What follows belongs to an exercise in optimizing a design on an open flow for small area, a short achievable clock period and few clock cycles; a production flow would make more cautious choices. The RTL was checked by simulation tests, not by an equivalence proof against the original design. Power is estimated from default activity; no workload was simulated.

==> flow/design.v <==
module vu128_codec (
    input  wire         clk,
    input  wire         rst,
    input  wire         req_valid,
    output wire         req_ready,
    input  wire [7:0]   req_op,
    input  wire [127:0] req_a,
    input  wire [15:0]  req_off,
    input  wire [15:0]  req_len,
    output reg          rsp_valid,
    output reg  [2:0]   rsp_status,
    output wire         rsp_trunc,
    output wire [127:0] rsp_r,
    output reg  [4:0]   rsp_n,
    output reg          mem_valid,
    output reg          mem_we,
    output reg  [15:0]  mem_addr,
    output reg  [7:0]   mem_wdata,
    input  wire         mem_ready,
    input  wire [7:0]   mem_rdata
);
    localparam [2:0] ST_OK       = 3'd0,
                     ST_CAPACITY = 3'd1,
                     ST_SHORT    = 3'd2,
                     ST_WIDTH    = 3'd3,
                     ST_ILLEGAL  = 3'd4;
    assign rsp_trunc = 1'b0;
    reg         s_prep, s_enc, s_dec0, s_decn;
    wire        idle = ~(s_prep | s_enc | s_dec0 | s_decn);
    assign req_ready = idle;
    reg [127:0] R;
    reg [15:0]  len_q;
    reg [4:0]   wth;         
    reg [4:0]   en;          
    reg         fid, fze, fzd, fb32, fb64;
    reg         x_q;         
    reg [2:0]   wc_q;
    reg [4:0]   cnt;         
    reg [4:0]   nlen;        
    reg [1:0]   wsel;        
    reg [15:0]  islot;       
    reg [2:0]   imed;        
    reg         xfirst;      
    reg [8:0]   rem;        
    reg         tw;          
    wire [1:0] r_cls = req_op[7:6];
    wire [2:0] r_wc  = req_op[2:0];
    wire       r_w23 = (r_wc == 3'd2) || (r_wc == 3'd3);
    wire       r_wok = (r_wc <= 3'd4);
    wire       r_legal = ~req_op[5] & r_wok &
                         ((r_cls == 2'b00 || r_cls == 2'b01) ? ~req_op[4] :
                          (r_cls == 2'b10)                   ? (~req_op[4] & r_w23) :
                                                               (~req_op[4] | r_w23));
    wire       r_raw = (r_cls == 2'b11);
    wire       r_dec = req_op[3];
    wire [4:0] r_wth = {r_wc == 3'd4, r_wc >= 3'd3, r_wc >= 3'd2, r_wc >= 3'd1, 1'b1};
    reg        r_sgn;
    always @(*) begin
        case (r_wc)
            3'd0:    r_sgn = req_a[7];
            3'd1:    r_sgn = req_a[15];
            3'd2:    r_sgn = req_a[31];
            3'd3:    r_sgn = req_a[63];
            default: r_sgn = req_a[127];
        endcase
    end
    wire r_br  = (r_cls == 2'b10) || (r_raw && req_op[4]);
    wire r_ze  = (r_cls == 2'b01 && !r_dec) || (r_raw && !req_op[4] && !r_dec);
    wire r_zd  = (r_cls == 2'b01 &&  r_dec) || (r_raw && !req_op[4] &&  r_dec);
    wire r_id  = (r_cls == 2'b00);
    wire [127:0] enm = {{64{en[4]}}, {32{en[3]}}, {16{en[2]}}, {8{en[1]}}, {8{en[0]}}};
    reg  [127:0] M;
    integer i;
    always @(*) begin
        for (i = 0; i < 128; i = i + 1) begin
            M[i] = fid & R[i];
            if (i > 0)   M[i] = M[i] | (fze & R[i-1]);
            if (i < 127) M[i] = M[i] | (fzd & R[i+1] & enm[i+1]);
            if (i < 32)  M[i] = M[i] | (fb32 & R[31-i]);
            if (i < 64)  M[i] = M[i] | (fb64 & R[63-i]);
            M[i] = (M[i] ^ x_q) & enm[i];
        end
    end
    assign rsp_r = M;
    reg [15:0] nz;
    reg [4:0]  nbytes;
    integer k;
    always @(*) begin
        for (k = 0; k < 16; k = k + 1) nz[k] = |M[8*k +: 8];
        nbytes = 5'd1;
        for (k = 1; k < 16; k = k + 1) if (nz[k]) nbytes = k + 1;
    end
    wire lt7  = ~|M[127:7];
    wire lt14 = ~|M[127:14];
    wire lt21 = ~|M[127:21];
    wire lt28 = ~|M[127:28];
    reg [7:0] e_b0;
    reg [4:0] e_n;
    reg [1:0] e_sel;
    always @(*) begin
        if (lt7)       begin e_b0 = {1'b0, M[6:0]};           e_n = 5'd1; e_sel = 2'd0; end
        else if (lt14) begin e_b0 = {2'b10, M[5:0]};          e_n = 5'd2; e_sel = 2'd3; end
        else if (lt21) begin e_b0 = {3'b110, M[4:0]};         e_n = 5'd3; e_sel = 2'd2; end
        else if (lt28) begin e_b0 = {4'b1110, M[3:0]};        e_n = 5'd4; e_sel = 2'd1; end
        else           begin e_b0 = {4'b1111, nbytes[3:0] - 4'd1}; e_n = nbytes + 5'd1; e_sel = 2'd0; end
    end
    reg [4:0] maxlen;
    always @(*) begin
        case (wc_q)
            3'd0:    maxlen = 5'd2;
            3'd1:    maxlen = 5'd3;
            3'd2:    maxlen = 5'd5;
            3'd3:    maxlen = 5'd9;
            default: maxlen = 5'd17;
        endcase
    end
    wire [16:0] room = {1'b0, len_q} - {1'b0, mem_addr};
    wire        no_room = room[16] || (room[15:0] < {11'd0, maxlen});
    wire [7:0] b = mem_rdata;
    wire d_small = ~b[7];
    wire d_m2 = (b[7:6] == 2'b10);
    wire d_m3 = (b[7:5] == 3'b110);
    wire d_m4 = (b[7:4] == 4'b1110);
    wire d_lg = (b[7:4] == 4'b1111);
    wire [4:0] d_len = d_small ? 5'd1 : d_m2 ? 5'd2 : d_m3 ? 5'd3 : d_m4 ? 5'd4 : ({1'b0, b[3:0]} + 5'd2);
    wire d_short = (room[15:5] == 11'd0) && (room[4:0] < d_len);
    reg [8:0] d_wbits;    
    always @(*) begin
        case (wc_q)
            3'd0:    d_wbits = 9'd8;
            3'd1:    d_wbits = 9'd16;
            3'd2:    d_wbits = 9'd32;
            3'd3:    d_wbits = 9'd64;
            default: d_wbits = 9'd128;
        endcase
    end
    wire [127:0] d_b0ins = d_m2 ? ({122'd0, b[5:0]} << 8)  :
                           d_m3 ? ({123'd0, b[4:0]} << 16) :
                           d_m4 ? ({124'd0, b[3:0]} << 24) : 128'd0;
    reg [127:0] ins;
    integer j;
    always @(*) begin
        ins = 128'd0;
        for (j = 0; j < 16; j = j + 1) ins[8*j +: 8] = {8{islot[j]}} & b;
        ins = ins | ({128{imed[0]}} & ({120'd0, b} << 6))
                  | ({128{imed[1]}} & ({120'd0, b} << 13))
                  | ({128{imed[2]}} & ({120'd0, b} << 20));
    end
    reg [7:0] twmask;
    integer t;
    always @(*) begin
        for (t = 0; t < 8; t = t + 1) twmask[t] = rem[8] || ({1'b0, t[7:0]} >= rem);
    end
    wire tw_new = tw | |(b & twmask);
    reg [7:0] e_next;
    always @(*) begin
        case (wsel)
            2'd0: e_next = R[7:0];
            2'd1: e_next = R[11:4];
            2'd2: e_next = R[12:5];
            default: e_next = R[13:6];
        endcase
    end
    always @(posedge clk) begin
        if (rst) begin
            s_prep <= 1'b0; s_enc <= 1'b0; s_dec0 <= 1'b0; s_decn <= 1'b0;
            rsp_valid <= 1'b0;
            mem_valid <= 1'b0;
        end else begin
            rsp_valid <= 1'b0;
            if (idle) begin
                if (req_valid) begin
                    if (!r_legal) begin
                        rsp_valid <= 1'b1; rsp_status <= ST_ILLEGAL; rsp_n <= 5'd0;
                    end else if (r_raw) begin
                        rsp_valid <= 1'b1; rsp_status <= ST_OK; rsp_n <= 5'd0;
                    end else if (!r_dec) begin
                        s_prep <= 1'b1;
                    end else if (req_off >= req_len) begin
                        rsp_valid <= 1'b1; rsp_status <= ST_SHORT; rsp_n <= 5'd0;
                    end else begin
                        s_dec0 <= 1'b1;
                        mem_valid <= 1'b1;
                    end
                end
            end
            if (s_prep) begin
                s_prep <= 1'b0;
                if (no_room) begin
                    rsp_valid <= 1'b1; rsp_status <= ST_CAPACITY; rsp_n <= 5'd0;
                end else begin
                    s_enc <= 1'b1;
                    mem_valid <= 1'b1;
                end
            end
            if (s_enc && mem_ready && cnt == 5'd0) begin
                s_enc <= 1'b0;
                mem_valid <= 1'b0;
                rsp_valid <= 1'b1; rsp_status <= ST_OK; rsp_n <= nlen;
            end
            if (s_dec0 && mem_ready) begin
                s_dec0 <= 1'b0;
                if (d_short) begin
                    mem_valid <= 1'b0;
                    rsp_valid <= 1'b1; rsp_status <= ST_SHORT; rsp_n <= 5'd0;
                end else if (d_small) begin
                    mem_valid <= 1'b0;
                    rsp_valid <= 1'b1; rsp_status <= ST_OK; rsp_n <= 5'd1;
                end else begin
                    s_decn <= 1'b1;
                end
            end
            if (s_decn && mem_ready && cnt == 5'd1) begin
                s_decn <= 1'b0;
                mem_valid <= 1'b0;
                rsp_valid <= 1'b1; rsp_status <= tw_new ? ST_WIDTH : ST_OK; rsp_n <= nlen;
            end
        end
    end
    always @(posedge clk) begin
        if (idle) begin
            R      <= req_a;
            len_q  <= req_len;
            mem_addr <= req_off;
            wc_q   <= r_wc;
            wth    <= r_wth;
            fid    <= r_id;
            fze    <= r_ze;
            fzd    <= r_zd;
            fb32   <= r_br & (r_wc == 3'd2);
            fb64   <= r_br & (r_wc != 3'd2);
            x_q    <= r_ze ? r_sgn : (r_zd & req_a[0]);
            en     <= (r_legal && (r_raw || !r_dec)) ? r_wth : 5'd0;
            mem_we <= ~r_dec;
        end
        if (s_prep) begin
            R         <= M;
            mem_wdata <= e_b0;
            nlen      <= e_n;
            cnt       <= e_n - 5'd1;
            wsel      <= e_sel;
            en        <= 5'd0;
        end
        if (s_enc && mem_ready) begin
            mem_wdata <= e_next;
            R         <= R >> 8;
            mem_addr  <= mem_addr + 16'd1;
            cnt       <= cnt - 5'd1;
        end
        if (s_dec0 && mem_ready) begin
            R        <= d_b0ins | {121'd0, b[6:0] & {7{d_small}}};
            x_q      <= fzd & b[0];
            nlen     <= d_len;
            cnt      <= d_len - 5'd1;
            islot    <= d_lg ? (16'd1 << (b[3:0])) : 16'd0;
            imed     <= {d_m4, d_m3, d_m2};
            xfirst   <= d_lg;
            rem      <= d_wbits - (d_m2 ? 9'd6 : d_m3 ? 9'd5 : d_m4 ? 9'd4 : 9'd0);
            tw       <= 1'b0;
            mem_addr <= mem_addr + 16'd1;
            en       <= d_small ? wth : 5'd0;
        end
        if (s_decn && mem_ready) begin
            R        <= (R >> 8) | ins;
            if (xfirst) x_q <= fzd & b[0];
            xfirst   <= 1'b0;
            rem      <= rem - 9'd8;
            tw       <= tw_new;
            cnt      <= cnt - 5'd1;
            mem_addr <= mem_addr + 16'd1;
            en       <= (cnt == 5'd1 && !tw_new) ? wth : 5'd0;
        end
    end
endmodule
==> flow/run.sh <==
#!/bin/bash
# synth_recipe.tcl (not shown) runs the flow's synth.tcl, then flattens the netlist and writes it again
# the make line also repeats each setting of config.mk as NAME=value (left out here)
make -C /OpenROAD-flow-scripts/flow DESIGN_CONFIG=/design/flow/config.mk WORK_HOME=/design/flow/orfs CLKGATE_MAP_FILE= SYNTH_SCRIPT=/design/flow/synth_recipe.tcl finish
==> flow/config.mk <==
export PLATFORM = sky130hd
export DESIGN_NAME = vu128_codec
export DESIGN_NICKNAME = vu128_codec
export VERILOG_FILES = /design/flow/design.v
export SDC_FILE = /design/flow/constraint.sdc
export NUM_CORES = 4
export LEC_CHECK = 0
export CAP_MARGIN = 20
export CORE_MARGIN = 2
export CORE_UTILIZATION = 40
export PLACE_DENSITY = 0.6
export SLEW_MARGIN = 20
==> flow/constraint.sdc <==
create_clock -name core_clock -period 8.0 [get_ports {clk}]
set_input_delay 1.6000 -clock core_clock [delete_from_list [all_inputs] [get_ports {clk}]]
set_output_delay 1.6000 -clock core_clock [all_outputs]
set_load 0.01 [all_outputs]
==> impl_results.md <==
- Dpl hpwl: 59.70 mm
- Starting density of the core: 40.30%
- Clk slew on worst S/H paths: 0.06 ns
- Fin nets: 2,579
- DP Worst Slack: 1.942 ns
- WL/cell: 27.32 µm
- Cts bufs inserted: 29
- Top cells by instance count after synthesis: edfxtp_1 (235), o21ai_0 (179), a22oi_1 (169)
- Worst R2R Path Depth: 15
- Met2 usage: 49.51%
- Initial antenna violation count: 2
- CP endpoint: rsp_n[3]
- Reg2reg start: fb64
- Filler Cell Count: 4,524
- Period minus WS final: 5.590 ns
- Pin count of the biggest net entering global routing: 129
- Vias: 19,970
- TritonCTS clock tree: yes
- PD cells: 174.0 nW/µm²
- #FFs+latches synth: 243
- CP Launch Point: mem_rdata[7]
- WP data required: 8.43 ns
- Static leakage: 0.008482 µW
- Total GRT Usage: 31.47%
- Peak supply drop: 0.0001503 V
- Post-synth EDFFs: 235
- Highest clock rate: 178.9 MHz
- IO buf count: 343
- CP Launch Type: input pin
- WS Path Type: in2reg
- Final setup viols: 0
- Final cell count without fillers: 3,032
- Worst-margin pin slew: 1.181 ns
- Vias per cell: 6.586
- Final Hold Fails: 0
- Synth warnings: 1
- Final worst slack: 2.410 ns
- Placed cell count: 2,981
- Async set or reset register ratio after synthesis: 0%
- CP Max Fanout: 13
- Most numerous cell in the Yosys netlist: edfxtp_1
- CTS Hold Bufs: 0
- Met1 Use GR: 41.19%
- Synth top area cells: edfxtp_1 (36%), mux2i_1 (7.4%), a22oi_1 (6.5%), a222oi_1 (6.3%), xnor2_1 (5.0%)
- Post-route ant nets: 0
- Worst setup EP type: flop
- Cells after Synth: 2,136
- CTS root buf: clkbuf_16
- Final Skew: 0.01807 ns
- Yosys top cell by area: edfxtp_1
- Sequential area share after synthesis: 36.74%
- Die width: 225.6 µm
- CTS max path bufs: 3
- Post-synth cell types: 89
- Worst Path Arrival: 6.02 ns
- Initial drt markers: 3,266
- Final period utilization: 69.88%
- Reg2reg end: cnt[4]
- Final max-slew violation count: 0
- Primary flip-flop cell chosen by synthesis mapping: edfxtp_1
- First-pass GRT wire length: 121.4 mm
- Area grow syn2layout: 24.01%
- CTS resizes: 0
- GR peak layer: met2
- Clk latency of the worst-skew pair: 0.57 ns
- Share of the synthesized area in the top cell type: 35.92%
- Relative slew slack: 21.01%
- Avg Synthesized Cell Area: 9.197 µm²
- R2R setup slack: 2.47 ns
- MaxCap Viol Count: 0
- Post-Syn Area: 19,640 µm²
- Outcome: complete, no violations
- Post-Syn Nets: 2,367
- Num rows: 81
- # clock sinks: 243
- Routability Congestion: 0.9640
- Pwr Total: 4239 µW
- Setup Buffers After CTS: 0
- # DRC: 0
- Core ar.: 48,750 µm²
- Worst hold path type: reg2reg
- DRT Wirelength: 82.83 mm
- RSZ-0062 raised after global routing: false
- Die area: 50,900 µm²
- DIE HEIGHT: 225.6 µm
- Met3 GRT Util: 6.518%
- TritonRoute pass-1 iters: 14
- H-tree depth: 1
- Io pins: 345
- Final setup TNS: 0 ns
- Vias in the first global route: 19,070
- Grt ovf: 0
- Layout cell share with drive strength beyond 1: 4.818%
==> sequential cells by signal (all words and copies together), names as in the netlist, 2 cells and up <==
| register | cells |
|---|---|
| islot | 16 |
| mem_addr | 16 |
| nlen | 5 |
| imed | 3 |
| len_q | 16 |
| rsp_n | 5 |
| R | 128 |
| wth | 4 |
| mem_wdata | 8 |
| cnt | 5 |
| en | 5 |
| rem | 9 |
| rsp_status | 3 |
| wsel | 2 |
| wc_q | 3 |
==> metal layers <==
| metal | share of wire, % | wire length (µm) |
|---|---|---|
| met5 | 0.013 | 11 |
| met2 | 45 | 37170 |
| met1 | 39 | 32220 |
| met4 | 5.0 | 4140 |
| met3 | 11 | 9278 |
==> cells by family after synthesis <==
| logic type | synth area share (%) |
|---|---|
| mux | 8.529 |
| flops | 36.74 |
| simple gates | 15.48 |
| buf+inv | 5.478 |
| compound gates | 24.94 |
| xor+xnor | 5.484 |
| fa+ha+maj | 3.338 |
| other cells | 0.01909 |
==> worst min-delay path by stage <==
stage | depth (start not counted) | start | end
global route | 1 | xfirst | xfirst
detailed placement | 1 | xfirst | xfirst
floorplan | 1 | xfirst | xfirst
CTS | 1 | xfirst | xfirst
finish | 1 | xfirst | xfirst
global placement | 1 | xfirst | xfirst
==> critical path: stages <==
cell	delay [ns]
clkdlybuf4s50_1	0.80
buf_4	0.40
nand3_1	0.16
nor2_1	0.10
nor3_1	0.71
nand4_1	0.30
ha_1	0.35
o21ai_0	0.07
nand2b_1	0.09
nor3_1	0.08
or2_2	0.37
nor4b_1	0.74
a22o_1	0.24
==> final cells by class <==
class	count	area (µm²)	share of cell area (%)
Antenna cell	2	5.005	0.02054
Clock inverter	14	175.2	0.7191
Multi-Input combinational cell	1625	11380	46.71
Inverter	75	284.0	1.166
Tap cell	664	830.8	3.410
Sequential cell	243	7222	29.65
Timing Repair Buffer	374	3716	15.25
Clock buffer	35	748.2	3.071
==> metrics by stage <==
stage	utilization [%]	hold WS [ns]	cell area [µm²]
after detailed placement	48.07	0.4595	23430
after floorplan	-	0.4418	19640
final	49.97	0.4760	24360
after CTS	49.96	0.4727	24360
after global placement	48.07	0.4614	23430
after global routing	49.96	0.4943	24360
==> layout by cell type (no fill, tap or decap), types with 50 or more instances in the layout <==
cell type / count
a21oi_1: 62
a222oi_1: 124
a22oi_1: 169
clkdlybuf4s50_1: 343
edfxtp_1: 235
ha_1: 50
inv_1: 73
mux2i_1: 146
nand2_1: 162
nand3_1: 57
nor2_1: 158
o21ai_0: 179
xnor2_1: 112
==> report_power, final <==
part	leakage [µW]	switching, µW	internal [µW]	total (µW)
clock	0.000447	558	788	1350
sequential	0.00252	142	1510	1650
combinational	0.00551	718	526	1240
total	0.00848	1420	2820	4240
Testbench counts, summed over its fixed seeds: cycles 29,796.

what the ideal ports hide:
How much do the figures lean on ideal ports? The routed layout below was timed once more, with nothing changed but the port constraints.
Step 1, drivers: a clkbuf_16 drives clk and a buf_2 each remaining input, both assumed.
Step 2, shift: input delay + t, output delay - t, t = (earliest + latest rising clock arrival at the registers) / 2. This alone moves slack from input paths to output paths.
Slacks: no drivers / after step 1 / after step 2; pairs: no drivers / after step 1.
t, ns: 0.623
setup slack, ns: 2.410 / 2.449 / 1.826
hold WS [ns]: 0.476 / 0.476 / 0.476
worst setup path at the end: input to register
cell pins on the clock port's net: 1
After both steps setup and hold are still met in this run. For this run, drivers alone change the setup slack by +0.039 ns; drivers and shift together by -0.584 ns.
